Background: an optimization exercise with open tools, aiming at small area, a short achievable clock period and few clock cycles per item. Do not read the settings as production practice. The RTL of this run was laid out without a check of its function. Power and IR drop assume default switching activity.

$ cat flow/config.mk
export PLATFORM = sky130hd
export DESIGN_NAME = msf_decoder
export DESIGN_NICKNAME = msf_decoder
export VERILOG_FILES = /design/flow/design.v
export SDC_FILE = /design/flow/constraint.sdc
export NUM_CORES = 4
export LEC_CHECK = 0
export CAP_MARGIN = 20
export CORE_MARGIN = 2
export CORE_UTILIZATION = 40
export PLACE_DENSITY = 0.6
export SLEW_MARGIN = 20
$ cat flow/constraint.sdc
create_clock -name core_clock -period 30.0 [get_ports {clk}]
set_input_delay 6.0000 -clock core_clock [delete_from_list [all_inputs] [get_ports {clk}]]
set_output_delay 6.0000 -clock core_clock [all_outputs]
set_load 0.01 [all_outputs]
$ cat flow/design.v
module msf_decoder (
    input  wire        clk,
    input  wire        rst,           
    input  wire        start,         
    input  wire [7:0]  count,         
    input  wire [31:0] start_time,    
    output reg  [7:0]  mem_raddr,
    input  wire [7:0]  mem_rdata,
    output reg         done,
    output reg  [8:0]  dstat,         
    output reg  [5:0]  secs,
    output reg  [7:0]  rd_ptr,
    output reg  [59:0] a_bits,        
    output reg  [59:0] b_bits,        
    output reg  [31:0] rec_ticks,
    output reg  [7:0]  rec_year,
    output reg  [7:0]  rec_month,
    output reg  [7:0]  rec_day,
    output reg  [2:0]  rec_dow,
    output reg  [7:0]  rec_hour,
    output reg  [7:0]  rec_minute,
    output reg         rec_bst,
    output reg  [15:0] rec_dut1
);
    localparam [1:0] S_IDLE  = 2'd0,
                     S_INIT  = 2'd1,
                     S_RUN   = 2'd2,
                     S_FINAL = 2'd3;
    reg [1:0]  state;
    reg [7:0]  cnt;
    reg [31:0] stime;
    reg [2:0]  cd;               
    reg        ph;               
    reg [7:0]  R;                
    reg [7:0]  E;                
    function [4:0] t_u10;
        input [5:0] i;
        case (i)
            6'd0: t_u10 = 5'd10;
            6'd1: t_u10 = 5'd9;
            6'd2: t_u10 = 5'd8;
            6'd3: t_u10 = 5'd7;
            6'd4: t_u10 = 5'd6;
            6'd5: t_u10 = 5'd5;
            6'd6: t_u10 = 5'd4;
            6'd7: t_u10 = 5'd3;
            6'd8: t_u10 = 5'd2;
            6'd9: t_u10 = 5'd1;
            6'd10: t_u10 = 5'd0;
            6'd11: t_u10 = 5'd1;
            6'd12: t_u10 = 5'd2;
            6'd13: t_u10 = 5'd3;
            6'd14: t_u10 = 5'd4;
            6'd15: t_u10 = 5'd5;
            6'd16: t_u10 = 5'd6;
            6'd17: t_u10 = 5'd7;
            6'd18: t_u10 = 5'd8;
            6'd19: t_u10 = 5'd9;
            6'd20: t_u10 = 5'd10;
            6'd21: t_u10 = 5'd11;
            6'd22: t_u10 = 5'd12;
            6'd23: t_u10 = 5'd13;
            6'd24: t_u10 = 5'd14;
            6'd25: t_u10 = 5'd16;
            6'd26: t_u10 = 5'd16;
            6'd27: t_u10 = 5'd16;
            6'd28: t_u10 = 5'd16;
            6'd29: t_u10 = 5'd16;
            6'd30: t_u10 = 5'd16;
            6'd31: t_u10 = 5'd16;
            6'd32: t_u10 = 5'd16;
            6'd33: t_u10 = 5'd16;
            6'd34: t_u10 = 5'd16;
            6'd35: t_u10 = 5'd16;
            6'd36: t_u10 = 5'd16;
            6'd37: t_u10 = 5'd16;
            6'd38: t_u10 = 5'd16;
            6'd39: t_u10 = 5'd16;
            6'd40: t_u10 = 5'd16;
            6'd41: t_u10 = 5'd16;
            6'd42: t_u10 = 5'd16;
            6'd43: t_u10 = 5'd16;
            6'd44: t_u10 = 5'd16;
            6'd45: t_u10 = 5'd16;
            6'd46: t_u10 = 5'd16;
            6'd47: t_u10 = 5'd16;
            6'd48: t_u10 = 5'd16;
            6'd49: t_u10 = 5'd16;
            6'd50: t_u10 = 5'd16;
            6'd51: t_u10 = 5'd16;
            6'd52: t_u10 = 5'd16;
            6'd53: t_u10 = 5'd16;
            6'd54: t_u10 = 5'd16;
            6'd55: t_u10 = 5'd16;
            6'd56: t_u10 = 5'd16;
            6'd57: t_u10 = 5'd16;
            6'd58: t_u10 = 5'd16;
            6'd59: t_u10 = 5'd16;
            6'd60: t_u10 = 5'd16;
            6'd61: t_u10 = 5'd16;
            6'd62: t_u10 = 5'd16;
            6'd63: t_u10 = 5'd16;
        endcase
    endfunction
    function [10:0] t_a00;
        input [5:0] i;
        case (i)
            6'd0: t_a00 = 11'd1024;
            6'd1: t_a00 = 11'd1024;
            6'd2: t_a00 = 11'd800;
            6'd3: t_a00 = 11'd700;
            6'd4: t_a00 = 11'd600;
            6'd5: t_a00 = 11'd500;
            6'd6: t_a00 = 11'd400;
            6'd7: t_a00 = 11'd300;
            6'd8: t_a00 = 11'd200;
            6'd9: t_a00 = 11'd100;
            6'd10: t_a00 = 11'd0;
            6'd11: t_a00 = 11'd100;
            6'd12: t_a00 = 11'd200;
            6'd13: t_a00 = 11'd300;
            6'd14: t_a00 = 11'd400;
            6'd15: t_a00 = 11'd500;
            6'd16: t_a00 = 11'd600;
            6'd17: t_a00 = 11'd700;
            6'd18: t_a00 = 11'd800;
            6'd19: t_a00 = 11'd1024;
            6'd20: t_a00 = 11'd1024;
            6'd21: t_a00 = 11'd1024;
            6'd22: t_a00 = 11'd1024;
            6'd23: t_a00 = 11'd1024;
            6'd24: t_a00 = 11'd1024;
            6'd25: t_a00 = 11'd1024;
            6'd26: t_a00 = 11'd1024;
            6'd27: t_a00 = 11'd1024;
            6'd28: t_a00 = 11'd1024;
            6'd29: t_a00 = 11'd1024;
            6'd30: t_a00 = 11'd1024;
            6'd31: t_a00 = 11'd1024;
            6'd32: t_a00 = 11'd1024;
            6'd33: t_a00 = 11'd1024;
            6'd34: t_a00 = 11'd1024;
            6'd35: t_a00 = 11'd1024;
            6'd36: t_a00 = 11'd1024;
            6'd37: t_a00 = 11'd1024;
            6'd38: t_a00 = 11'd1024;
            6'd39: t_a00 = 11'd1024;
            6'd40: t_a00 = 11'd1024;
            6'd41: t_a00 = 11'd1024;
            6'd42: t_a00 = 11'd1024;
            6'd43: t_a00 = 11'd1024;
            6'd44: t_a00 = 11'd1024;
            6'd45: t_a00 = 11'd1024;
            6'd46: t_a00 = 11'd1024;
            6'd47: t_a00 = 11'd1024;
            6'd48: t_a00 = 11'd1024;
            6'd49: t_a00 = 11'd1024;
            6'd50: t_a00 = 11'd1024;
            6'd51: t_a00 = 11'd1024;
            6'd52: t_a00 = 11'd1024;
            6'd53: t_a00 = 11'd1024;
            6'd54: t_a00 = 11'd1024;
            6'd55: t_a00 = 11'd1024;
            6'd56: t_a00 = 11'd1024;
            6'd57: t_a00 = 11'd1024;
            6'd58: t_a00 = 11'd1024;
            6'd59: t_a00 = 11'd1024;
            6'd60: t_a00 = 11'd1024;
            6'd61: t_a00 = 11'd1024;
            6'd62: t_a00 = 11'd1024;
            6'd63: t_a00 = 11'd1024;
        endcase
    endfunction
    function [10:0] t_a10;
        input [5:0] i;
        case (i)
            6'd0: t_a10 = 11'd1024;
            6'd1: t_a10 = 11'd1024;
            6'd2: t_a10 = 11'd1024;
            6'd3: t_a10 = 11'd850;
            6'd4: t_a10 = 11'd800;
            6'd5: t_a10 = 11'd750;
            6'd6: t_a10 = 11'd700;
            6'd7: t_a10 = 11'd650;
            6'd8: t_a10 = 11'd600;
            6'd9: t_a10 = 11'd550;
            6'd10: t_a10 = 11'd500;
            6'd11: t_a10 = 11'd450;
            6'd12: t_a10 = 11'd400;
            6'd13: t_a10 = 11'd350;
            6'd14: t_a10 = 11'd300;
            6'd15: t_a10 = 11'd250;
            6'd16: t_a10 = 11'd200;
            6'd17: t_a10 = 11'd150;
            6'd18: t_a10 = 11'd100;
            6'd19: t_a10 = 11'd50;
            6'd20: t_a10 = 11'd0;
            6'd21: t_a10 = 11'd50;
            6'd22: t_a10 = 11'd100;
            6'd23: t_a10 = 11'd150;
            6'd24: t_a10 = 11'd200;
            6'd25: t_a10 = 11'd250;
            6'd26: t_a10 = 11'd300;
            6'd27: t_a10 = 11'd350;
            6'd28: t_a10 = 11'd400;
            6'd29: t_a10 = 11'd450;
            6'd30: t_a10 = 11'd500;
            6'd31: t_a10 = 11'd550;
            6'd32: t_a10 = 11'd600;
            6'd33: t_a10 = 11'd650;
            6'd34: t_a10 = 11'd700;
            6'd35: t_a10 = 11'd750;
            6'd36: t_a10 = 11'd800;
            6'd37: t_a10 = 11'd850;
            6'd38: t_a10 = 11'd1024;
            6'd39: t_a10 = 11'd1024;
            6'd40: t_a10 = 11'd1024;
            6'd41: t_a10 = 11'd1024;
            6'd42: t_a10 = 11'd1024;
            6'd43: t_a10 = 11'd1024;
            6'd44: t_a10 = 11'd1024;
            6'd45: t_a10 = 11'd1024;
            6'd46: t_a10 = 11'd1024;
            6'd47: t_a10 = 11'd1024;
            6'd48: t_a10 = 11'd1024;
            6'd49: t_a10 = 11'd1024;
            6'd50: t_a10 = 11'd1024;
            6'd51: t_a10 = 11'd1024;
            6'd52: t_a10 = 11'd1024;
            6'd53: t_a10 = 11'd1024;
            6'd54: t_a10 = 11'd1024;
            6'd55: t_a10 = 11'd1024;
            6'd56: t_a10 = 11'd1024;
            6'd57: t_a10 = 11'd1024;
            6'd58: t_a10 = 11'd1024;
            6'd59: t_a10 = 11'd1024;
            6'd60: t_a10 = 11'd1024;
            6'd61: t_a10 = 11'd1024;
            6'd62: t_a10 = 11'd1024;
            6'd63: t_a10 = 11'd1024;
        endcase
    endfunction
    function [10:0] t_a11;
        input [5:0] i;
        case (i)
            6'd0: t_a11 = 11'd1024;
            6'd1: t_a11 = 11'd1024;
            6'd2: t_a11 = 11'd1024;
            6'd3: t_a11 = 11'd1024;
            6'd4: t_a11 = 11'd867;
            6'd5: t_a11 = 11'd834;
            6'd6: t_a11 = 11'd800;
            6'd7: t_a11 = 11'd767;
            6'd8: t_a11 = 11'd734;
            6'd9: t_a11 = 11'd700;
            6'd10: t_a11 = 11'd667;
            6'd11: t_a11 = 11'd634;
            6'd12: t_a11 = 11'd600;
            6'd13: t_a11 = 11'd567;
            6'd14: t_a11 = 11'd534;
            6'd15: t_a11 = 11'd500;
            6'd16: t_a11 = 11'd467;
            6'd17: t_a11 = 11'd434;
            6'd18: t_a11 = 11'd400;
            6'd19: t_a11 = 11'd367;
            6'd20: t_a11 = 11'd334;
            6'd21: t_a11 = 11'd300;
            6'd22: t_a11 = 11'd267;
            6'd23: t_a11 = 11'd234;
            6'd24: t_a11 = 11'd200;
            6'd25: t_a11 = 11'd167;
            6'd26: t_a11 = 11'd134;
            6'd27: t_a11 = 11'd100;
            6'd28: t_a11 = 11'd67;
            6'd29: t_a11 = 11'd34;
            6'd30: t_a11 = 11'd0;
            6'd31: t_a11 = 11'd33;
            6'd32: t_a11 = 11'd66;
            6'd33: t_a11 = 11'd100;
            6'd34: t_a11 = 11'd133;
            6'd35: t_a11 = 11'd166;
            6'd36: t_a11 = 11'd200;
            6'd37: t_a11 = 11'd233;
            6'd38: t_a11 = 11'd266;
            6'd39: t_a11 = 11'd300;
            6'd40: t_a11 = 11'd333;
            6'd41: t_a11 = 11'd366;
            6'd42: t_a11 = 11'd400;
            6'd43: t_a11 = 11'd433;
            6'd44: t_a11 = 11'd466;
            6'd45: t_a11 = 11'd500;
            6'd46: t_a11 = 11'd533;
            6'd47: t_a11 = 11'd566;
            6'd48: t_a11 = 11'd600;
            6'd49: t_a11 = 11'd633;
            6'd50: t_a11 = 11'd666;
            6'd51: t_a11 = 11'd700;
            6'd52: t_a11 = 11'd733;
            6'd53: t_a11 = 11'd766;
            6'd54: t_a11 = 11'd800;
            6'd55: t_a11 = 11'd833;
            6'd56: t_a11 = 11'd866;
            6'd57: t_a11 = 11'd1024;
            6'd58: t_a11 = 11'd1024;
            6'd59: t_a11 = 11'd1024;
            6'd60: t_a11 = 11'd1024;
            6'd61: t_a11 = 11'd1024;
            6'd62: t_a11 = 11'd1024;
            6'd63: t_a11 = 11'd1024;
        endcase
    endfunction
    function [5:0] t_c70;
        input [7:0] i;
        case (i)
            8'd0: t_c70 = 6'd0;
            8'd1: t_c70 = 6'd0;
            8'd2: t_c70 = 6'd0;
            8'd3: t_c70 = 6'd0;
            8'd4: t_c70 = 6'd1;
            8'd5: t_c70 = 6'd1;
            8'd6: t_c70 = 6'd1;
            8'd7: t_c70 = 6'd2;
            8'd8: t_c70 = 6'd2;
            8'd9: t_c70 = 6'd2;
            8'd10: t_c70 = 6'd2;
            8'd11: t_c70 = 6'd3;
            8'd12: t_c70 = 6'd3;
            8'd13: t_c70 = 6'd3;
            8'd14: t_c70 = 6'd4;
            8'd15: t_c70 = 6'd4;
            8'd16: t_c70 = 6'd4;
            8'd17: t_c70 = 6'd4;
            8'd18: t_c70 = 6'd5;
            8'd19: t_c70 = 6'd5;
            8'd20: t_c70 = 6'd5;
            8'd21: t_c70 = 6'd6;
            8'd22: t_c70 = 6'd6;
            8'd23: t_c70 = 6'd6;
            8'd24: t_c70 = 6'd6;
            8'd25: t_c70 = 6'd7;
            8'd26: t_c70 = 6'd7;
            8'd27: t_c70 = 6'd7;
            8'd28: t_c70 = 6'd8;
            8'd29: t_c70 = 6'd8;
            8'd30: t_c70 = 6'd8;
            8'd31: t_c70 = 6'd8;
            8'd32: t_c70 = 6'd9;
            8'd33: t_c70 = 6'd9;
            8'd34: t_c70 = 6'd9;
            8'd35: t_c70 = 6'd10;
            8'd36: t_c70 = 6'd10;
            8'd37: t_c70 = 6'd10;
            8'd38: t_c70 = 6'd10;
            8'd39: t_c70 = 6'd11;
            8'd40: t_c70 = 6'd11;
            8'd41: t_c70 = 6'd11;
            8'd42: t_c70 = 6'd12;
            8'd43: t_c70 = 6'd12;
            8'd44: t_c70 = 6'd12;
            8'd45: t_c70 = 6'd12;
            8'd46: t_c70 = 6'd13;
            8'd47: t_c70 = 6'd13;
            8'd48: t_c70 = 6'd13;
            8'd49: t_c70 = 6'd14;
            8'd50: t_c70 = 6'd14;
            8'd51: t_c70 = 6'd14;
            8'd52: t_c70 = 6'd14;
            8'd53: t_c70 = 6'd15;
            8'd54: t_c70 = 6'd15;
            8'd55: t_c70 = 6'd15;
            8'd56: t_c70 = 6'd16;
            8'd57: t_c70 = 6'd16;
            8'd58: t_c70 = 6'd16;
            8'd59: t_c70 = 6'd16;
            8'd60: t_c70 = 6'd17;
            8'd61: t_c70 = 6'd17;
            8'd62: t_c70 = 6'd17;
            8'd63: t_c70 = 6'd18;
            8'd64: t_c70 = 6'd18;
            8'd65: t_c70 = 6'd18;
            8'd66: t_c70 = 6'd18;
            8'd67: t_c70 = 6'd19;
            8'd68: t_c70 = 6'd19;
            8'd69: t_c70 = 6'd19;
            8'd70: t_c70 = 6'd20;
            8'd71: t_c70 = 6'd20;
            8'd72: t_c70 = 6'd20;
            8'd73: t_c70 = 6'd20;
            8'd74: t_c70 = 6'd21;
            8'd75: t_c70 = 6'd21;
            8'd76: t_c70 = 6'd21;
            8'd77: t_c70 = 6'd22;
            8'd78: t_c70 = 6'd22;
            8'd79: t_c70 = 6'd22;
            8'd80: t_c70 = 6'd22;
            8'd81: t_c70 = 6'd23;
            8'd82: t_c70 = 6'd23;
            8'd83: t_c70 = 6'd23;
            8'd84: t_c70 = 6'd24;
            8'd85: t_c70 = 6'd24;
            8'd86: t_c70 = 6'd24;
            8'd87: t_c70 = 6'd24;
            8'd88: t_c70 = 6'd25;
            8'd89: t_c70 = 6'd25;
            8'd90: t_c70 = 6'd25;
            8'd91: t_c70 = 6'd26;
            8'd92: t_c70 = 6'd26;
            8'd93: t_c70 = 6'd26;
            8'd94: t_c70 = 6'd26;
            8'd95: t_c70 = 6'd27;
            8'd96: t_c70 = 6'd27;
            8'd97: t_c70 = 6'd27;
            8'd98: t_c70 = 6'd28;
            8'd99: t_c70 = 6'd28;
            8'd100: t_c70 = 6'd28;
            8'd101: t_c70 = 6'd28;
            8'd102: t_c70 = 6'd29;
            8'd103: t_c70 = 6'd29;
            8'd104: t_c70 = 6'd29;
            8'd105: t_c70 = 6'd0;
            8'd106: t_c70 = 6'd0;
            8'd107: t_c70 = 6'd0;
            8'd108: t_c70 = 6'd0;
            8'd109: t_c70 = 6'd0;
            8'd110: t_c70 = 6'd0;
            8'd111: t_c70 = 6'd0;
            8'd112: t_c70 = 6'd0;
            8'd113: t_c70 = 6'd0;
            8'd114: t_c70 = 6'd0;
            8'd115: t_c70 = 6'd0;
            8'd116: t_c70 = 6'd0;
            8'd117: t_c70 = 6'd0;
            8'd118: t_c70 = 6'd0;
            8'd119: t_c70 = 6'd0;
            8'd120: t_c70 = 6'd0;
            8'd121: t_c70 = 6'd0;
            8'd122: t_c70 = 6'd0;
            8'd123: t_c70 = 6'd0;
            8'd124: t_c70 = 6'd0;
            8'd125: t_c70 = 6'd0;
            8'd126: t_c70 = 6'd0;
            8'd127: t_c70 = 6'd0;
            8'd128: t_c70 = 6'd15;
            8'd129: t_c70 = 6'd15;
            8'd130: t_c70 = 6'd15;
            8'd131: t_c70 = 6'd16;
            8'd132: t_c70 = 6'd16;
            8'd133: t_c70 = 6'd16;
            8'd134: t_c70 = 6'd16;
            8'd135: t_c70 = 6'd17;
            8'd136: t_c70 = 6'd17;
            8'd137: t_c70 = 6'd17;
            8'd138: t_c70 = 6'd18;
            8'd139: t_c70 = 6'd18;
            8'd140: t_c70 = 6'd18;
            8'd141: t_c70 = 6'd18;
            8'd142: t_c70 = 6'd19;
            8'd143: t_c70 = 6'd19;
            8'd144: t_c70 = 6'd19;
            8'd145: t_c70 = 6'd20;
            8'd146: t_c70 = 6'd20;
            8'd147: t_c70 = 6'd20;
            8'd148: t_c70 = 6'd20;
            8'd149: t_c70 = 6'd21;
            8'd150: t_c70 = 6'd21;
            8'd151: t_c70 = 6'd21;
            8'd152: t_c70 = 6'd22;
            8'd153: t_c70 = 6'd22;
            8'd154: t_c70 = 6'd22;
            8'd155: t_c70 = 6'd22;
            8'd156: t_c70 = 6'd23;
            8'd157: t_c70 = 6'd23;
            8'd158: t_c70 = 6'd23;
            8'd159: t_c70 = 6'd24;
            8'd160: t_c70 = 6'd24;
            8'd161: t_c70 = 6'd24;
            8'd162: t_c70 = 6'd24;
            8'd163: t_c70 = 6'd25;
            8'd164: t_c70 = 6'd25;
            8'd165: t_c70 = 6'd25;
            8'd166: t_c70 = 6'd26;
            8'd167: t_c70 = 6'd26;
            8'd168: t_c70 = 6'd26;
            8'd169: t_c70 = 6'd26;
            8'd170: t_c70 = 6'd27;
            8'd171: t_c70 = 6'd27;
            8'd172: t_c70 = 6'd27;
            8'd173: t_c70 = 6'd28;
            8'd174: t_c70 = 6'd28;
            8'd175: t_c70 = 6'd28;
            8'd176: t_c70 = 6'd28;
            8'd177: t_c70 = 6'd29;
            8'd178: t_c70 = 6'd29;
            8'd179: t_c70 = 6'd29;
            8'd180: t_c70 = 6'd30;
            8'd181: t_c70 = 6'd30;
            8'd182: t_c70 = 6'd30;
            8'd183: t_c70 = 6'd30;
            8'd184: t_c70 = 6'd31;
            8'd185: t_c70 = 6'd31;
            8'd186: t_c70 = 6'd31;
            8'd187: t_c70 = 6'd32;
            8'd188: t_c70 = 6'd32;
            8'd189: t_c70 = 6'd32;
            8'd190: t_c70 = 6'd32;
            8'd191: t_c70 = 6'd33;
            8'd192: t_c70 = 6'd33;
            8'd193: t_c70 = 6'd33;
            8'd194: t_c70 = 6'd34;
            8'd195: t_c70 = 6'd34;
            8'd196: t_c70 = 6'd34;
            8'd197: t_c70 = 6'd34;
            8'd198: t_c70 = 6'd35;
            8'd199: t_c70 = 6'd35;
            8'd200: t_c70 = 6'd35;
            8'd201: t_c70 = 6'd36;
            8'd202: t_c70 = 6'd36;
            8'd203: t_c70 = 6'd36;
            8'd204: t_c70 = 6'd36;
            8'd205: t_c70 = 6'd37;
            8'd206: t_c70 = 6'd37;
            8'd207: t_c70 = 6'd37;
            8'd208: t_c70 = 6'd38;
            8'd209: t_c70 = 6'd38;
            8'd210: t_c70 = 6'd38;
            8'd211: t_c70 = 6'd38;
            8'd212: t_c70 = 6'd39;
            8'd213: t_c70 = 6'd39;
            8'd214: t_c70 = 6'd39;
            8'd215: t_c70 = 6'd40;
            8'd216: t_c70 = 6'd40;
            8'd217: t_c70 = 6'd40;
            8'd218: t_c70 = 6'd40;
            8'd219: t_c70 = 6'd41;
            8'd220: t_c70 = 6'd41;
            8'd221: t_c70 = 6'd41;
            8'd222: t_c70 = 6'd42;
            8'd223: t_c70 = 6'd42;
            8'd224: t_c70 = 6'd42;
            8'd225: t_c70 = 6'd42;
            8'd226: t_c70 = 6'd43;
            8'd227: t_c70 = 6'd43;
            8'd228: t_c70 = 6'd43;
            8'd229: t_c70 = 6'd44;
            8'd230: t_c70 = 6'd44;
            8'd231: t_c70 = 6'd44;
            8'd232: t_c70 = 6'd44;
            8'd233: t_c70 = 6'd0;
            8'd234: t_c70 = 6'd0;
            8'd235: t_c70 = 6'd0;
            8'd236: t_c70 = 6'd0;
            8'd237: t_c70 = 6'd0;
            8'd238: t_c70 = 6'd0;
            8'd239: t_c70 = 6'd0;
            8'd240: t_c70 = 6'd0;
            8'd241: t_c70 = 6'd0;
            8'd242: t_c70 = 6'd0;
            8'd243: t_c70 = 6'd0;
            8'd244: t_c70 = 6'd0;
            8'd245: t_c70 = 6'd0;
            8'd246: t_c70 = 6'd0;
            8'd247: t_c70 = 6'd0;
            8'd248: t_c70 = 6'd0;
            8'd249: t_c70 = 6'd0;
            8'd250: t_c70 = 6'd0;
            8'd251: t_c70 = 6'd0;
            8'd252: t_c70 = 6'd0;
            8'd253: t_c70 = 6'd0;
            8'd254: t_c70 = 6'd0;
            8'd255: t_c70 = 6'd0;
        endcase
    endfunction
    function [4:0] t_c90;
        input [7:0] i;
        case (i)
            8'd0: t_c90 = 5'd0;
            8'd1: t_c90 = 5'd0;
            8'd2: t_c90 = 5'd0;
            8'd3: t_c90 = 5'd0;
            8'd4: t_c90 = 5'd0;
            8'd5: t_c90 = 5'd0;
            8'd6: t_c90 = 5'd0;
            8'd7: t_c90 = 5'd0;
            8'd8: t_c90 = 5'd0;
            8'd9: t_c90 = 5'd1;
            8'd10: t_c90 = 5'd1;
            8'd11: t_c90 = 5'd1;
            8'd12: t_c90 = 5'd1;
            8'd13: t_c90 = 5'd1;
            8'd14: t_c90 = 5'd1;
            8'd15: t_c90 = 5'd1;
            8'd16: t_c90 = 5'd1;
            8'd17: t_c90 = 5'd1;
            8'd18: t_c90 = 5'd2;
            8'd19: t_c90 = 5'd2;
            8'd20: t_c90 = 5'd2;
            8'd21: t_c90 = 5'd2;
            8'd22: t_c90 = 5'd2;
            8'd23: t_c90 = 5'd2;
            8'd24: t_c90 = 5'd2;
            8'd25: t_c90 = 5'd2;
            8'd26: t_c90 = 5'd2;
            8'd27: t_c90 = 5'd3;
            8'd28: t_c90 = 5'd3;
            8'd29: t_c90 = 5'd3;
            8'd30: t_c90 = 5'd3;
            8'd31: t_c90 = 5'd3;
            8'd32: t_c90 = 5'd3;
            8'd33: t_c90 = 5'd3;
            8'd34: t_c90 = 5'd3;
            8'd35: t_c90 = 5'd3;
            8'd36: t_c90 = 5'd4;
            8'd37: t_c90 = 5'd4;
            8'd38: t_c90 = 5'd4;
            8'd39: t_c90 = 5'd4;
            8'd40: t_c90 = 5'd4;
            8'd41: t_c90 = 5'd4;
            8'd42: t_c90 = 5'd4;
            8'd43: t_c90 = 5'd4;
            8'd44: t_c90 = 5'd4;
            8'd45: t_c90 = 5'd5;
            8'd46: t_c90 = 5'd5;
            8'd47: t_c90 = 5'd5;
            8'd48: t_c90 = 5'd5;
            8'd49: t_c90 = 5'd5;
            8'd50: t_c90 = 5'd5;
            8'd51: t_c90 = 5'd5;
            8'd52: t_c90 = 5'd5;
            8'd53: t_c90 = 5'd5;
            8'd54: t_c90 = 5'd6;
            8'd55: t_c90 = 5'd6;
            8'd56: t_c90 = 5'd6;
            8'd57: t_c90 = 5'd6;
            8'd58: t_c90 = 5'd6;
            8'd59: t_c90 = 5'd6;
            8'd60: t_c90 = 5'd6;
            8'd61: t_c90 = 5'd6;
            8'd62: t_c90 = 5'd6;
            8'd63: t_c90 = 5'd7;
            8'd64: t_c90 = 5'd7;
            8'd65: t_c90 = 5'd7;
            8'd66: t_c90 = 5'd7;
            8'd67: t_c90 = 5'd7;
            8'd68: t_c90 = 5'd7;
            8'd69: t_c90 = 5'd7;
            8'd70: t_c90 = 5'd7;
            8'd71: t_c90 = 5'd7;
            8'd72: t_c90 = 5'd8;
            8'd73: t_c90 = 5'd8;
            8'd74: t_c90 = 5'd8;
            8'd75: t_c90 = 5'd8;
            8'd76: t_c90 = 5'd8;
            8'd77: t_c90 = 5'd8;
            8'd78: t_c90 = 5'd8;
            8'd79: t_c90 = 5'd8;
            8'd80: t_c90 = 5'd8;
            8'd81: t_c90 = 5'd9;
            8'd82: t_c90 = 5'd9;
            8'd83: t_c90 = 5'd9;
            8'd84: t_c90 = 5'd9;
            8'd85: t_c90 = 5'd9;
            8'd86: t_c90 = 5'd9;
            8'd87: t_c90 = 5'd9;
            8'd88: t_c90 = 5'd9;
            8'd89: t_c90 = 5'd9;
            8'd90: t_c90 = 5'd10;
            8'd91: t_c90 = 5'd10;
            8'd92: t_c90 = 5'd10;
            8'd93: t_c90 = 5'd10;
            8'd94: t_c90 = 5'd10;
            8'd95: t_c90 = 5'd10;
            8'd96: t_c90 = 5'd10;
            8'd97: t_c90 = 5'd10;
            8'd98: t_c90 = 5'd10;
            8'd99: t_c90 = 5'd11;
            8'd100: t_c90 = 5'd11;
            8'd101: t_c90 = 5'd11;
            8'd102: t_c90 = 5'd11;
            8'd103: t_c90 = 5'd11;
            8'd104: t_c90 = 5'd11;
            8'd105: t_c90 = 5'd0;
            8'd106: t_c90 = 5'd0;
            8'd107: t_c90 = 5'd0;
            8'd108: t_c90 = 5'd0;
            8'd109: t_c90 = 5'd0;
            8'd110: t_c90 = 5'd0;
            8'd111: t_c90 = 5'd0;
            8'd112: t_c90 = 5'd0;
            8'd113: t_c90 = 5'd0;
            8'd114: t_c90 = 5'd0;
            8'd115: t_c90 = 5'd0;
            8'd116: t_c90 = 5'd0;
            8'd117: t_c90 = 5'd0;
            8'd118: t_c90 = 5'd0;
            8'd119: t_c90 = 5'd0;
            8'd120: t_c90 = 5'd0;
            8'd121: t_c90 = 5'd0;
            8'd122: t_c90 = 5'd0;
            8'd123: t_c90 = 5'd0;
            8'd124: t_c90 = 5'd0;
            8'd125: t_c90 = 5'd0;
            8'd126: t_c90 = 5'd0;
            8'd127: t_c90 = 5'd0;
            8'd128: t_c90 = 5'd12;
            8'd129: t_c90 = 5'd12;
            8'd130: t_c90 = 5'd12;
            8'd131: t_c90 = 5'd12;
            8'd132: t_c90 = 5'd12;
            8'd133: t_c90 = 5'd12;
            8'd134: t_c90 = 5'd12;
            8'd135: t_c90 = 5'd12;
            8'd136: t_c90 = 5'd12;
            8'd137: t_c90 = 5'd13;
            8'd138: t_c90 = 5'd13;
            8'd139: t_c90 = 5'd13;
            8'd140: t_c90 = 5'd13;
            8'd141: t_c90 = 5'd13;
            8'd142: t_c90 = 5'd13;
            8'd143: t_c90 = 5'd13;
            8'd144: t_c90 = 5'd13;
            8'd145: t_c90 = 5'd13;
            8'd146: t_c90 = 5'd14;
            8'd147: t_c90 = 5'd14;
            8'd148: t_c90 = 5'd14;
            8'd149: t_c90 = 5'd14;
            8'd150: t_c90 = 5'd14;
            8'd151: t_c90 = 5'd14;
            8'd152: t_c90 = 5'd14;
            8'd153: t_c90 = 5'd14;
            8'd154: t_c90 = 5'd14;
            8'd155: t_c90 = 5'd15;
            8'd156: t_c90 = 5'd15;
            8'd157: t_c90 = 5'd15;
            8'd158: t_c90 = 5'd15;
            8'd159: t_c90 = 5'd15;
            8'd160: t_c90 = 5'd15;
            8'd161: t_c90 = 5'd15;
            8'd162: t_c90 = 5'd15;
            8'd163: t_c90 = 5'd15;
            8'd164: t_c90 = 5'd16;
            8'd165: t_c90 = 5'd16;
            8'd166: t_c90 = 5'd16;
            8'd167: t_c90 = 5'd16;
            8'd168: t_c90 = 5'd16;
            8'd169: t_c90 = 5'd16;
            8'd170: t_c90 = 5'd16;
            8'd171: t_c90 = 5'd16;
            8'd172: t_c90 = 5'd16;
            8'd173: t_c90 = 5'd17;
            8'd174: t_c90 = 5'd17;
            8'd175: t_c90 = 5'd17;
            8'd176: t_c90 = 5'd17;
            8'd177: t_c90 = 5'd17;
            8'd178: t_c90 = 5'd17;
            8'd179: t_c90 = 5'd17;
            8'd180: t_c90 = 5'd17;
            8'd181: t_c90 = 5'd17;
            8'd182: t_c90 = 5'd18;
            8'd183: t_c90 = 5'd18;
            8'd184: t_c90 = 5'd18;
            8'd185: t_c90 = 5'd18;
            8'd186: t_c90 = 5'd18;
            8'd187: t_c90 = 5'd18;
            8'd188: t_c90 = 5'd18;
            8'd189: t_c90 = 5'd18;
            8'd190: t_c90 = 5'd18;
            8'd191: t_c90 = 5'd19;
            8'd192: t_c90 = 5'd19;
            8'd193: t_c90 = 5'd19;
            8'd194: t_c90 = 5'd19;
            8'd195: t_c90 = 5'd19;
            8'd196: t_c90 = 5'd19;
            8'd197: t_c90 = 5'd19;
            8'd198: t_c90 = 5'd19;
            8'd199: t_c90 = 5'd19;
            8'd200: t_c90 = 5'd20;
            8'd201: t_c90 = 5'd20;
            8'd202: t_c90 = 5'd20;
            8'd203: t_c90 = 5'd20;
            8'd204: t_c90 = 5'd20;
            8'd205: t_c90 = 5'd20;
            8'd206: t_c90 = 5'd20;
            8'd207: t_c90 = 5'd20;
            8'd208: t_c90 = 5'd20;
            8'd209: t_c90 = 5'd21;
            8'd210: t_c90 = 5'd21;
            8'd211: t_c90 = 5'd21;
            8'd212: t_c90 = 5'd21;
            8'd213: t_c90 = 5'd21;
            8'd214: t_c90 = 5'd21;
            8'd215: t_c90 = 5'd21;
            8'd216: t_c90 = 5'd21;
            8'd217: t_c90 = 5'd21;
            8'd218: t_c90 = 5'd22;
            8'd219: t_c90 = 5'd22;
            8'd220: t_c90 = 5'd22;
            8'd221: t_c90 = 5'd22;
            8'd222: t_c90 = 5'd22;
            8'd223: t_c90 = 5'd22;
            8'd224: t_c90 = 5'd22;
            8'd225: t_c90 = 5'd22;
            8'd226: t_c90 = 5'd22;
            8'd227: t_c90 = 5'd23;
            8'd228: t_c90 = 5'd23;
            8'd229: t_c90 = 5'd23;
            8'd230: t_c90 = 5'd23;
            8'd231: t_c90 = 5'd23;
            8'd232: t_c90 = 5'd23;
            8'd233: t_c90 = 5'd0;
            8'd234: t_c90 = 5'd0;
            8'd235: t_c90 = 5'd0;
            8'd236: t_c90 = 5'd0;
            8'd237: t_c90 = 5'd0;
            8'd238: t_c90 = 5'd0;
            8'd239: t_c90 = 5'd0;
            8'd240: t_c90 = 5'd0;
            8'd241: t_c90 = 5'd0;
            8'd242: t_c90 = 5'd0;
            8'd243: t_c90 = 5'd0;
            8'd244: t_c90 = 5'd0;
            8'd245: t_c90 = 5'd0;
            8'd246: t_c90 = 5'd0;
            8'd247: t_c90 = 5'd0;
            8'd248: t_c90 = 5'd0;
            8'd249: t_c90 = 5'd0;
            8'd250: t_c90 = 5'd0;
            8'd251: t_c90 = 5'd0;
            8'd252: t_c90 = 5'd0;
            8'd253: t_c90 = 5'd0;
            8'd254: t_c90 = 5'd0;
            8'd255: t_c90 = 5'd0;
        endcase
    endfunction
    function [11:0] t_z100;
        input [5:0] i;
        case (i)
            6'd0: t_z100 = 12'd0;
            6'd1: t_z100 = 12'd100;
            6'd2: t_z100 = 12'd200;
            6'd3: t_z100 = 12'd300;
            6'd4: t_z100 = 12'd400;
            6'd5: t_z100 = 12'd500;
            6'd6: t_z100 = 12'd600;
            6'd7: t_z100 = 12'd700;
            6'd8: t_z100 = 12'd800;
            6'd9: t_z100 = 12'd900;
            6'd10: t_z100 = 12'd1000;
            6'd11: t_z100 = 12'd1100;
            6'd12: t_z100 = 12'd1200;
            6'd13: t_z100 = 12'd1300;
            6'd14: t_z100 = 12'd1400;
            6'd15: t_z100 = 12'd2048;
            6'd16: t_z100 = 12'd2048;
            6'd17: t_z100 = 12'd2048;
            6'd18: t_z100 = 12'd2048;
            6'd19: t_z100 = 12'd2048;
            6'd20: t_z100 = 12'd2048;
            6'd21: t_z100 = 12'd2048;
            6'd22: t_z100 = 12'd2048;
            6'd23: t_z100 = 12'd2048;
            6'd24: t_z100 = 12'd2048;
            6'd25: t_z100 = 12'd2048;
            6'd26: t_z100 = 12'd2048;
            6'd27: t_z100 = 12'd2048;
            6'd28: t_z100 = 12'd2048;
            6'd29: t_z100 = 12'd2048;
            6'd30: t_z100 = 12'd2048;
            6'd31: t_z100 = 12'd2048;
            6'd32: t_z100 = 12'd2048;
            6'd33: t_z100 = 12'd2048;
            6'd34: t_z100 = 12'd2048;
            6'd35: t_z100 = 12'd2048;
            6'd36: t_z100 = 12'd2048;
            6'd37: t_z100 = 12'd2048;
            6'd38: t_z100 = 12'd2048;
            6'd39: t_z100 = 12'd2048;
            6'd40: t_z100 = 12'd2048;
            6'd41: t_z100 = 12'd2048;
            6'd42: t_z100 = 12'd2048;
            6'd43: t_z100 = 12'd2048;
            6'd44: t_z100 = 12'd2048;
            6'd45: t_z100 = 12'd2048;
            6'd46: t_z100 = 12'd2048;
            6'd47: t_z100 = 12'd2048;
            6'd48: t_z100 = 12'd2048;
            6'd49: t_z100 = 12'd2048;
            6'd50: t_z100 = 12'd2048;
            6'd51: t_z100 = 12'd2048;
            6'd52: t_z100 = 12'd2048;
            6'd53: t_z100 = 12'd2048;
            6'd54: t_z100 = 12'd2048;
            6'd55: t_z100 = 12'd2048;
            6'd56: t_z100 = 12'd2048;
            6'd57: t_z100 = 12'd2048;
            6'd58: t_z100 = 12'd2048;
            6'd59: t_z100 = 12'd2048;
            6'd60: t_z100 = 12'd2048;
            6'd61: t_z100 = 12'd2048;
            6'd62: t_z100 = 12'd2048;
            6'd63: t_z100 = 12'd2048;
        endcase
    endfunction
    wire [8:0]  d70 = {1'b0, R} - 9'd70;
    wire [8:0]  d80 = {1'b0, R} - 9'd80;
    wire [8:0]  d90 = {1'b0, R} - 9'd90;
    wire        s70 = d70[8], s80 = d80[8], s90 = d90[8];
    wire [6:0]  u70 = d70[6:0] ^ {7{s70}};
    wire [6:0]  u80 = d80[6:0] ^ {7{s80}};
    wire [6:0]  u90 = d90[6:0] ^ {7{s90}};
    wire [10:0] p70 = {1'b0, u70, 3'd0} + {2'b0, u70, 2'd0} + {3'b0, u70, 1'b0}
                    + {5'd0, t_c70({s70, u70})};
    wire [10:0] p80 = {1'b0, u80, 3'd0} + {2'b0, u80, 2'd0} + {5'd0, u80[6:1]}
                    + {7'd0, s80, s80, 1'b0, s80};
    wire [10:0] p90 = {1'b0, u90, 3'd0} + {3'b0, u90, 1'b0} + {4'd0, u90}
                    + {6'd0, t_c90({s90, u90})};
    wire        f70 = (R > 8'd174);
    wire        f80 = (R < 8'd9)  | (R > 8'd151);
    wire        f90 = (R < 8'd10) | (R > 8'd170);
    wire [9:0]  s2  = {2'b0, E} + {2'b0, R} - 10'd100;
    wire        g2  = s2[9];
    wire [6:0]  m2  = s2[6:0] ^ {7{g2}};
    wire [9:0]  d2  = {m2, 3'd0} + {2'b0, m2, 1'b0} + {6'd0, g2, 1'b0, g2, 1'b0};
    wire        f2  = g2 ? (s2 < 10'd935) : (s2 > 10'd89);
    wire [4:0]  ue  = t_u10(E[5:0]);
    wire [4:0]  uo  = t_u10(R[5:0]);
    wire [4:0]  xs  = {1'b0, ue[3:0]} + {1'b0, uo[3:0]};
    reg  [9:0]  Sp;      
    reg  [11:0] Z100;    
    wire [9:0]  s4  = {Sp[8], Sp[8:0]} + {2'b0, R};
    wire        g4  = s4[9];
    wire [7:0]  m4  = s4[7:0] ^ {8{g4}};
    wire        f4  = Sp[9] | (g4 ? (s4 < 10'd875) : (s4 > 10'd149));
    wire [11:0] w4  = {1'b0, Z100[10:0]} + {1'b0, m4, 3'd0} + {3'b0, m4, 1'b0}
                    + {8'd0, g4, 1'b0, g4, 1'b0};
    reg  [11:0] P70;     
    reg  [10:0] P80, P90, D2;
    reg  [9:0]  S2;      
    reg  [5:0]  X;       
    reg  [11:0] W;       
    wire [10:0] a11 = t_a11(E[5:0]);
    wire [10:0] a10 = t_a10(E[5:0]);
    wire [10:0] a00 = t_a00(E[5:0]);
    wire        eh  = |E[7:6];
    wire [11:0] t11 = {2'b0, a11[9:0]} + {1'b0, P70[10:0]} + {2'b0, D2[9:0]};
    wire [11:0] t10 = {2'b0, a10[9:0]} + {2'b0, P80[9:0]} + {2'b0, D2[9:0]};
    wire [11:0] t00 = {2'b0, a00[9:0]} + {2'b0, P90[9:0]} + {2'b0, D2[9:0]};
    wire        b11 = eh | a11[10] | P70[11] | D2[10] | (t11 >= 12'd900);
    wire        b10 = eh | a10[10] | P80[10] | D2[10] | (t10 >= 12'd900);
    wire        b00 = eh | a00[10] | P90[10] | D2[10] | (t00 >= 12'd900);
    wire [12:0] t4  = {1'b0, W[11:0]} + {2'b0, P70[10:0]};
    wire        b4  = W[11] | P70[11] | (t4 > 13'd2047);
    wire [4:0]  ur  = t_u10(R[5:0]);
    wire [5:0]  zs  = {1'b0, X[4:0]} + {2'b0, ur[3:0]};
    wire        zb  = X[5] | ur[4] | (|R[7:6]);
    wire [11:0] z100 = t_z100(zs);
    wire [9:0]  sp  = {S2[8], S2[8:0]} + {2'b0, R};           
    wire        spb = S2[9] | (~sp[9] & (sp > 10'd149));
    reg  [9:0]  T11, T10, T00;
    reg  [10:0] T4;
    function [1:0] mod3;
        input [9:0] n;
        integer k;
        reg [1:0] r;
        begin
            r = 2'd0;
            for (k = 9; k >= 0; k = k - 1)
                case ({r, n[k]})
                    3'b000: r = 2'd0;  3'b001: r = 2'd1;
                    3'b010: r = 2'd2;  3'b011: r = 2'd0;
                    3'b100: r = 2'd1;  3'b101: r = 2'd2;
                    default: r = 2'd0;
                endcase
            mod3 = r;
        end
    endfunction
    function lt3;
        input [10:0] d;
        input [1:0]  ra;
        lt3 = ~d[10] & (d[9:2] != 8'd0 || d[1:0] > 2'd2 - ra);
    endfunction
    wire [1:0]  r11 = mod3(T11), r10 = mod3(T10), r00 = mod3(T00);
    wire [10:0] dA  = {1'b0, T10} - {1'b0, T11};
    wire [10:0] dB  = {1'b0, T00} - {1'b0, T11};
    wire [10:0] dC  = {1'b0, T00} - {1'b0, T10};
    wire l11_10 = lt3(dA, r11), l10_11 = lt3(-dA, r10);
    wire l11_00 = lt3(dB, r11), l00_11 = lt3(-dB, r00);
    wire l10_00 = lt3(dC, r10), l00_10 = lt3(-dC, r00);
    wire w11 = l11_10 & l11_00;
    wire w10 = l10_11 & l10_00;
    wire w00 = l00_11 & l00_10;
    wire sel11 = ~l10_11 & ~l00_11;
    wire sel10 = ~sel11 & ~l00_10;
    wire [9:0] tsel = sel11 ? T11 : (sel10 ? T10 : T00);
    wire [1:0] rsel = sel11 ? r11 : (sel10 ? r10 : r00);
    wire ok2 = (w11 & (T11 != 10'd900)) | (w10 & (T10 != 10'd900)) | (w00 & (T00 != 10'd900));
    reg  [9:0] Mt;
    reg  [1:0] Mr;
    reg        Mok, Ma, Mb;
    wire [13:0] x3 = {2'b0, T4, 1'b0} + {3'b0, T4} - {2'b0, Mt, 2'b0} - {4'b0, Mt}
                   + {9'd0, Mr, 2'b0} + {12'd0, Mr};
    reg        Flt, Fge, Fok, Fa, Fb;
    wire        have4 = ({1'b0, rd_ptr} + 9'd4 <= {1'b0, cnt});
    wire        acc01 = have4 & Flt;
    wire        accw  = Fok & (~have4 | Fge);
    wire        acc   = acc01 | accw;
    wire        abit  = accw & Fa;
    wire        bbit  = (accw & Fb) | acc01;
    wire [7:0] rd2 = rd_ptr + 8'd2;
    wire [7:0] rd4 = rd_ptr + 8'd4;
    wire [7:0] rdn = acc01 ? rd4 : rd2;
    wire [8:0] rdn1 = {1'b0, rdn} + 9'd1;
    wire       last = (secs == 6'd59) || ({1'b0, rdn} >= {1'b0, cnt});
    wire       lone = (rdn1 >= {1'b0, cnt});
    function [7:0] bcd;
        input [7:0] v;
        begin
            bcd = v[7:4] * 8'd10 + {4'd0, v[3:0]};
        end
    endfunction
    reg [7:0] w_year, w_month, w_day, w_dow, w_hour, w_minute;
    reg [7:0] w_sync;
    integer   i;
    always @* begin
        for (i = 0; i < 8; i = i + 1) w_year[7-i]   = a_bits[16+i];    
        w_month = 8'd0;
        for (i = 0; i < 5; i = i + 1) w_month[4-i]  = a_bits[24+i];    
        w_day = 8'd0;
        for (i = 0; i < 6; i = i + 1) w_day[5-i]    = a_bits[29+i];    
        w_dow = 8'd0;
        for (i = 0; i < 3; i = i + 1) w_dow[2-i]    = a_bits[35+i];    
        w_hour = 8'd0;
        for (i = 0; i < 6; i = i + 1) w_hour[5-i]   = a_bits[38+i];    
        w_minute = 8'd0;
        for (i = 0; i < 7; i = i + 1) w_minute[6-i] = a_bits[44+i];    
        for (i = 0; i < 8; i = i + 1) w_sync[7-i]   = a_bits[51+i];    
    end
    wire e_sync     = (w_sync != 8'h7E);
    wire e_par_year = ~(^a_bits[23:16] ^ b_bits[53]);
    wire e_par_date = ~(^a_bits[34:24] ^ b_bits[54]);
    wire e_par_dow  = ~(^a_bits[37:35] ^ b_bits[55]);
    wire e_par_time = ~(^a_bits[50:38] ^ b_bits[56]);
    wire frame_ok   = ~(e_sync | e_par_year | e_par_date | e_par_dow | e_par_time);
    wire empty      = (cnt == 8'd0);
    wire check      = !empty && !dstat[2] && (secs >= 6'd59);
    function [3:0] lead1;
        input [7:0] w;    
        integer j;
        reg     run;
        begin
            lead1 = 4'd0;
            run   = 1'b1;
            for (j = 0; j < 8; j = j + 1) begin
                if (run && w[j]) lead1 = lead1 + 4'd1;
                else             run   = 1'b0;
            end
        end
    endfunction
    wire [3:0]  npos = lead1(b_bits[7:0]);
    wire [3:0]  nneg = lead1(b_bits[15:8]);
    wire [15:0] dut1 = (npos != 4'd0) ? {12'd0, npos} * 16'd100
                                      : 16'd0 - {12'd0, nneg} * 16'd100;
    always @(posedge clk) begin
        R <= mem_rdata;
        if (ph) E <= R;
        P70 <= {f70, p70};
        P80 <= {f80 | (p80 >= 11'd1024), p80[9:0]};
        P90 <= {f90 | (p90 >= 11'd1024), p90[9:0]};
        D2  <= {f2, d2};
        S2  <= {~g2 & (s2 > 10'd249), s2[8:0]};
        X   <= {ue[4] | uo[4] | (|E[7:6]) | (|R[7:6]), xs[4:0]};
        W   <= {f4 | Z100[11] | (w4 >= 12'd1500), w4[10:0]};
        T11 <= b11 ? 10'd900 : t11[9:0];
        T10 <= b10 ? 10'd900 : t10[9:0];
        T00 <= b00 ? 10'd900 : t00[9:0];
        T4  <= b4 ? 11'd2047 : t4[10:0];
        Z100 <= {zb | z100[11], z100[10:0]};
        Sp  <= {spb, sp[8:0]};
        if (!ph) begin
            Mt  <= tsel;
            Mr  <= rsel;
            Mok <= ok2;
            Ma  <= w11 | w10;
            Mb  <= w11;
        end
        Flt <= x3[13];
        Fge <= ~x3[13] & (x3 >= 14'd15);
        Fok <= Mok;
        Fa  <= Ma;
        Fb  <= Mb;
        if (state == S_IDLE) begin
            cnt   <= count;
            stime <= start_time;
        end
    end
    wire clr = rst | (state == S_INIT);
    wire wr  = (state == S_RUN) & (cd == 3'd0) & acc;
    always @(posedge clk) begin
        if (clr) begin
            a_bits <= 60'd0;
            b_bits <= 60'd0;
        end else if (wr) begin
            a_bits[secs] <= abit;
            b_bits[secs] <= bbit;
        end
    end
    always @(posedge clk) begin
        if (rst) begin
            state      <= S_IDLE;
            ph         <= 1'b0;
            cd         <= 3'd0;
            mem_raddr  <= 8'd0;
            done       <= 1'b0;
            dstat      <= 9'd0;
            secs       <= 6'd0;
            rd_ptr     <= 8'd0;
            rec_ticks  <= 32'd0;
            rec_year   <= 8'd0;
            rec_month  <= 8'd0;
            rec_day    <= 8'd0;
            rec_dow    <= 3'd0;
            rec_hour   <= 8'd0;
            rec_minute <= 8'd0;
            rec_bst    <= 1'b0;
            rec_dut1   <= 16'd0;
        end else begin
            done <= 1'b0;
            ph   <= ~ph;
            if (cd != 3'd0) cd <= cd - 3'd1;
            case (state)
                S_IDLE: begin
                    mem_raddr <= {7'd0, start};
                    ph        <= 1'b0;
                    if (start) state <= S_INIT;
                end
                S_INIT: begin
                    mem_raddr <= mem_raddr + 8'd1;
                    dstat     <= 9'd0;
                    secs      <= 6'd0;
                    cd        <= 3'd6;
                    if (cnt == 8'd1) rd_ptr <= 8'd1;    
                    else             rd_ptr <= 8'd0;
                    state <= (cnt[7:1] == 7'd0) ? S_FINAL : S_RUN;
                end
                S_RUN: begin
                    mem_raddr <= mem_raddr + 8'd1;
                    if (cd == 3'd0) begin
                        if (acc) begin
                            secs <= secs + 6'd1;
                            cd   <= acc01 ? 3'd3 : 3'd1;
                            if (last) begin
                                rd_ptr <= rdn;
                                state  <= S_FINAL;
                            end else if (lone) begin
                                rd_ptr <= rdn1[7:0];
                                state  <= S_FINAL;
                            end else begin
                                rd_ptr <= rdn;
                            end
                        end else begin
                            dstat[2] <= 1'b1;                   
                            rd_ptr   <= rd2;
                            state    <= S_FINAL;
                        end
                    end
                end
                S_FINAL: begin
                    mem_raddr <= 8'd0;
                    dstat[1]  <= empty;
                    dstat[3]  <= (secs < 6'd59);                
                    if (check) begin
                        dstat[4] <= e_sync;
                        dstat[5] <= e_par_year;
                        dstat[6] <= e_par_date;
                        dstat[7] <= e_par_dow;
                        dstat[8] <= e_par_time;
                        dstat[0] <= frame_ok;
                        if (frame_ok) begin
                            rec_ticks  <= stime;
                            rec_year   <= bcd(w_year);
                            rec_month  <= bcd(w_month);
                            rec_day    <= bcd(w_day);
                            rec_dow    <= w_dow[2:0];
                            rec_hour   <= bcd(w_hour);
                            rec_minute <= bcd(w_minute);
                            rec_bst    <= b_bits[57];
                            rec_dut1   <= dut1;
                        end
                    end
                    done  <= 1'b1;
                    state <= S_IDLE;
                end
            endcase
        end
    end
endmodule
$ cat flow/run.sh
#!/bin/bash
# synth_recipe.tcl (not shown) runs the flow's synth.tcl, then flattens the netlist and writes it again
# the make line also repeats each setting of config.mk as NAME=value (left out here)
make -C /OpenROAD-flow-scripts/flow DESIGN_CONFIG=/design/flow/config.mk WORK_HOME=/design/flow/orfs CLKGATE_MAP_FILE= SYNTH_SCRIPT=/design/flow/synth_recipe.tcl finish
==> results.txt <==
[logic make-up (layout without fill, tap and decap cells)]
| group | after synthesis | after routing | synth area share (%) |
|---|---|---|---|
| adder cells (fa/ha/maj) | 476 | 476 | 19.68 |
| multiplexers | 75 | 75 | 2.445 |
| flip-flops | 484 | 484 | 30.65 |
| other | 1 | 9 | 0.01114 |
| XOR/XNOR | 279 | 279 | 7.302 |
| AND/OR/NAND/NOR | 1151 | 1151 | 16.55 |
| buffers and inverters | 436 | 691 | 5.102 |
| AO/OA/AOI/OAI | 940 | 940 | 18.26 |
[where the power goes]
part / internal (mW) / leakage (nW) / switching, mW / total (mW)
Clock: 0.402 / 0.903 / 0.279 / 0.682
Combinational: 1.11 / 11.2 / 1.59 / 2.70
Sequential: 0.813 / 4.07 / 0.0959 / 0.909
Total: 2.33 / 16.2 / 1.97 / 4.30
[worst reg2reg max path, stage by stage (launching register included)]
cell	delay (ns)
sky130_fd_sc_hd__dfxtp_1	0.51
sky130_fd_sc_hd__ha_1	0.36
sky130_fd_sc_hd__nand3_1	0.13
sky130_fd_sc_hd__xor2_1	0.26
sky130_fd_sc_hd__inv_1	0.07
sky130_fd_sc_hd__ha_1	0.30
sky130_fd_sc_hd__a21o_1	0.19
sky130_fd_sc_hd__a21o_1	0.18
sky130_fd_sc_hd__a2111oi_0	0.69
sky130_fd_sc_hd__o211a_1	0.76
sky130_fd_sc_hd__xnor2_1	0.27
sky130_fd_sc_hd__ha_1	0.31
sky130_fd_sc_hd__xor2_1	0.19
sky130_fd_sc_hd__ha_1	0.32
sky130_fd_sc_hd__a21o_1	0.16
sky130_fd_sc_hd__a21o_1	0.17
sky130_fd_sc_hd__a211o_1	0.32
sky130_fd_sc_hd__a21o_1	0.19
sky130_fd_sc_hd__a21o_1	0.18
sky130_fd_sc_hd__a2111oi_2	0.76
sky130_fd_sc_hd__or4b_1	0.53
sky130_fd_sc_hd__and3_1	0.21
sky130_fd_sc_hd__mux2i_1	0.14
sky130_fd_sc_hd__nor2_1	0.05
[layout by cell type, fill, tap and decap left out, drive strengths merged, types with 12 or more instances in the layout]
| cell type | instances |
|---|---|
| or2 | 21 |
| nand4 | 18 |
| and2 | 24 |
| a211oi | 40 |
| nor2b | 51 |
| xor2 | 84 |
| nand2b | 39 |
| a22o | 27 |
| nor3b | 16 |
| dfxtp | 421 |
| a31oi | 23 |
| a32o | 51 |
| or3 | 20 |
| o211ai | 27 |
| inv | 271 |
| buf | 39 |
| o21a | 18 |
| clkbuf | 75 |
| edfxtp | 63 |
| fa | 91 |
| nand2 | 366 |
| o22ai | 25 |
| nor3 | 81 |
| o21bai | 35 |
| mux2i | 53 |
| and3 | 31 |
| clkdlybuf4s50 | 284 |
| nand3 | 132 |
| a21boi | 21 |
| clkinv | 16 |
| xnor2 | 194 |
| ha | 380 |
| o221ai | 12 |
| a21o | 52 |
| nor2 | 262 |
| o21ai | 208 |
| a21oi | 283 |
| mux2 | 18 |
| nor4 | 20 |
[routing by layer]
metal / vias to the layer above / track usage [%] / wire (µm)
li1: 14070 / - / -
met1: 13400 / 28.91 / 43890
met2: 668 / 36.49 / 45870
met3: 142 / 2.296 / 3934
met4: 4 / 6.720 / 2969
met5: - / 0 / 28
[metrics by stage]
step | power, mW | hold slack [ns] | cell area [µm²] | instances
3_5_place_dp | 3.610 | 0.3269 | 37550 | 5089
2_1_floorplan | 2.932 | 0.3233 | 33700 | 3850
5_1_grt | 4.662 | 0.3595 | 39400 | 5185
3_3_place_gp | 3.585 | 0.3253 | 37550 | 5089
6_report | 4.296 | 0.3409 | 39400 | 5185
4_1_cts | 4.318 | 0.3404 | 39390 | 5185
[worst paths after layout]
kind / from / end / slack, ns / cells after the start
min reg2reg: Ma$_DFFE_PN_ / Fa$_DFF_P_ / 0.34 / 0
max reg2reg: rd_ptr[3]$_SDFFE_PP0P_ / state[1]$_SDFFE_PP0P_ / 22.63 / 23
max: rst / a_bits[19]$_SDFFE_PP0P_ / 21.87 / 6
min: Ma$_DFFE_PN_ / Fa$_DFF_P_ / 0.34 / 0
[state kept, by name (all words and copies together) (netlist names), 9 cells and up]
signal / cells
a_bits: 60
b_bits: 60
rec_ticks: 32
stime: 32
P70: 12
P80: 11
P90: 11
T4: 11
W: 11
a11: 11
Mt: 10
S2: 10
Sp: 10
T00: 10
T10: 10
T11: 10
Z100: 10
a10: 10
rec_dut1: 10
D2: 9
a00: 9
dstat: 9
[area by class of cell]
cell class / instances / area (µm²)
Multi-Input combinational cell: 2930 / 21740
Clock buffer: 75 / 1573
Sequential cell: 484 / 10320
Tap cell: 1080 / 1351
Fill cell: 8063 / 44150
Timing Repair Buffer: 323 / 3136
Inverter: 272 / 1021
Clock inverter: 21 / 261.5
==> load_flow_metrics.sql <==
INSERT INTO impl_metrics (metric_group, metric, value, unit) VALUES
('global_routing', 'maximum_number_of_pins_on_one_net_before_global_route_repair', '100', ''),
('floorplanning', 'placeableCoreArea', '83560', 'µm²'),
('sta', 'worst_slack', '21.87', 'ns'),
('floorplanning', 'initial_utilization', '40.30', '%'),
('power_and_ir_drop', 'power_density', '109.0', 'nW/µm²'),
('clock_network', 'cts_resized', '0', ''),
('yosys', 'share_of_async_settable_or_async_resettable_flops_after_synthesis', '0', '%'),
('cells_and_area', 'areaGrowthSynthToFinish', '17.03', '%'),
('clock_network', 'tritoncts_num_sinks', '484', ''),
('global_routing', 'total_track_usage', '21.61', '%'),
('global_routing', 'number_of_antenna_violations_at_the_first_check_in_global_routing', '3', ''),
('yosys', 'synth.lib_cells_used.distinct', '101', ''),
('floorplanning', 'die_ar', '86520', 'µm²'),
('detailed_routing', 'detail_route.iter0.violations', '1962', ''),
('job', 'drv.max_cap_violation_count', '0', ''),
('detailed_routing', 'drcViolationCount', '0', ''),
('sta', 'setup_viol', '0', ''),
('power_and_ir_drop', 'ir_drop', '162.2', 'µV'),
('worst_setup_path', 'crit_slowest_cell', 'sky130_fd_sc_hd__nor3_1', ''),
('placement', 'pre_cts_slack', '21.26', 'ns'),
('min_path', 'hp-class', 'flop to flop', ''),
('global_routing', 'overflow', '0', ''),
('clock_network', 'cts_buffers', '53', ''),
('yosys', 'post_synth_inst_count', '3842', ''),
('cells_and_area', 'finish.utilization', '47.16', '%'),
('detailed_routing', 'per_cell_routed_wire_length', '18.65', 'µm'),
('sta', 'worst_slew_margin_relative_to_its_limit', '31.58', '%'),
('sta', 'worst_clock_skew', '0.02470', 'ns'),
('yosys', 'mappedNetlistArea', '33670', 'µm²'),
('yosys', 'synth.yosys.seq_area_share', '30.65', '%'),
('clock_network', 'clk_transition_reported_paths', '0.06', 'ns'),
('worst_setup_path', 'crit_family', 'simple AND/OR/NAND/NOR gates', ''),
('yosys', 'netlist_top_cells_area', 'sky130_fd_sc_hd__dfxtp_1 25%, sky130_fd_sc_hd__ha_1 14%, sky130_fd_sc_hd__edfxtp_1 5.6%', ''),
('clock_network', 'worst_skew_pair_latency', '0.62', 'ns'),
('floorplanning', 'die_height', '294.1', 'µm'),
('worst_setup_path', 'crit_path_start_kind', 'primary input', ''),
('clock_network', 'max-clock-path-buffers', '3', ''),
('yosys', 'synthTopCellsByCount', '421 x sky130_fd_sc_hd__dfxtp_1, 380 x sky130_fd_sc_hd__ha_1, 365 x sky130_fd_sc_hd__nand2_1, 281 x sky130_fd_sc_hd__a21oi_1, 265 x sky130_fd_sc_hd__inv_1', ''),
('floorplanning', 'ioPinCount', '295', ''),
('placement', 'hpwl', '74220', 'µm'),
('sta', 'grt_setup_unrepaired', 'false', ''),
('worst_setup_path', 'path_buf_inv', '1', ''),
('global_routing', 'grt_first_pass_wirelength', '149700', 'µm'),
('worst_setup_path', 'critical_path.endpoint_type', 'flop', ''),
('detailed_routing', 'postRouteWirelength', '96700', 'µm'),
('detailed_routing', 'ant_nets', '0', ''),
('cells_and_area', 'n_antenna_cell', '0', ''),
('yosys', 'mean_instance_size_in_the_synthesized_netlist', '8.764', 'µm²'),
('clock_network', 'cts_root_buffer', 'sky130_fd_sc_hd__clkbuf_16', ''),
('detailed_routing', 'dr_total_vias', '28280', ''),
('global_routing', 'grt_pass1_vias', '26020', ''),
('clock_network', 'post-cts-setup-buffer-count', '0', ''),
('yosys', 'edff_count_synth', '63', ''),
('clock_network', 'ctsHtreeMaxLevel', '2', ''),
('detailed_routing', 'vias_per_cell', '5.455', ''),
('sta', 'tightest_slew', '1.026', 'ns'),
('power_and_ir_drop', 'total_leakage_power', '16.22', 'nW'),
('sta', 'final_max_slew_viol_count', '0', ''),
('placement', 'place.port_buffers', '285', ''),
('worst_setup_path', 'timing.setup.critical_path_class', 'primary input to flop', ''),
('run_status', 'status', 'timing/DRC/antenna clean', ''),
('worst_setup_path', 'critical_path.cell_chain', 'buf_4, nor2_4, nand3_1, or2_1, nor3_1, a22o_1', ''),
('floorplanning', 'std_cell_rows', '106', ''),
('worst_setup_path', 'crit_required', '30.56', 'ns'),
('yosys', 'synth-warning-count', '1', ''),
('yosys', 'synth-seq-cells', '484', ''),
('sta', 'final_cycle_share', '27.09', '%'),
('placement', 'finalWeightedCongestion', '0.9079', ''),
('sta', 'fmax', '0.1230', 'GHz'),
('cells_and_area', 'finalNetCount', '4586', ''),
('yosys', 'most_instantiated_library_cell_after_synthesis', 'sky130_fd_sc_hd__dfxtp_1', '');

[static timing again, ports no longer ideal]
Ports are ideal in the flow. The routed layout listed here was re-timed in OpenROAD. Step 1 (the two cells are an assumption about what drives the block):
set clk [get_ports {clk}]
set_driving_cell -lib_cell sky130_fd_sc_hd__clkbuf_16 $clk
set_driving_cell -lib_cell sky130_fd_sc_hd__buf_2 [delete_from_list [all_inputs] $clk]
Step 2 times the ports against the registers' clock, not the clock port: input delays grow and output delays shrink by t, the midpoint of the rising clock arrivals with the driver on. a / b / c = no drivers / after step 1 / after step 2; a / b = the first two.
shift t [ns]: 0.674
setup slack, ns: 21.872 / 21.917 / 21.243
worst setup path at the end: input to register
slew at the worst register clock pin (ns): 0.07 / 0.07
After both steps this run still meets setup and hold. For this run, drivers alone change the setup slack by +0.045 ns; drivers and shift together by -0.629 ns.
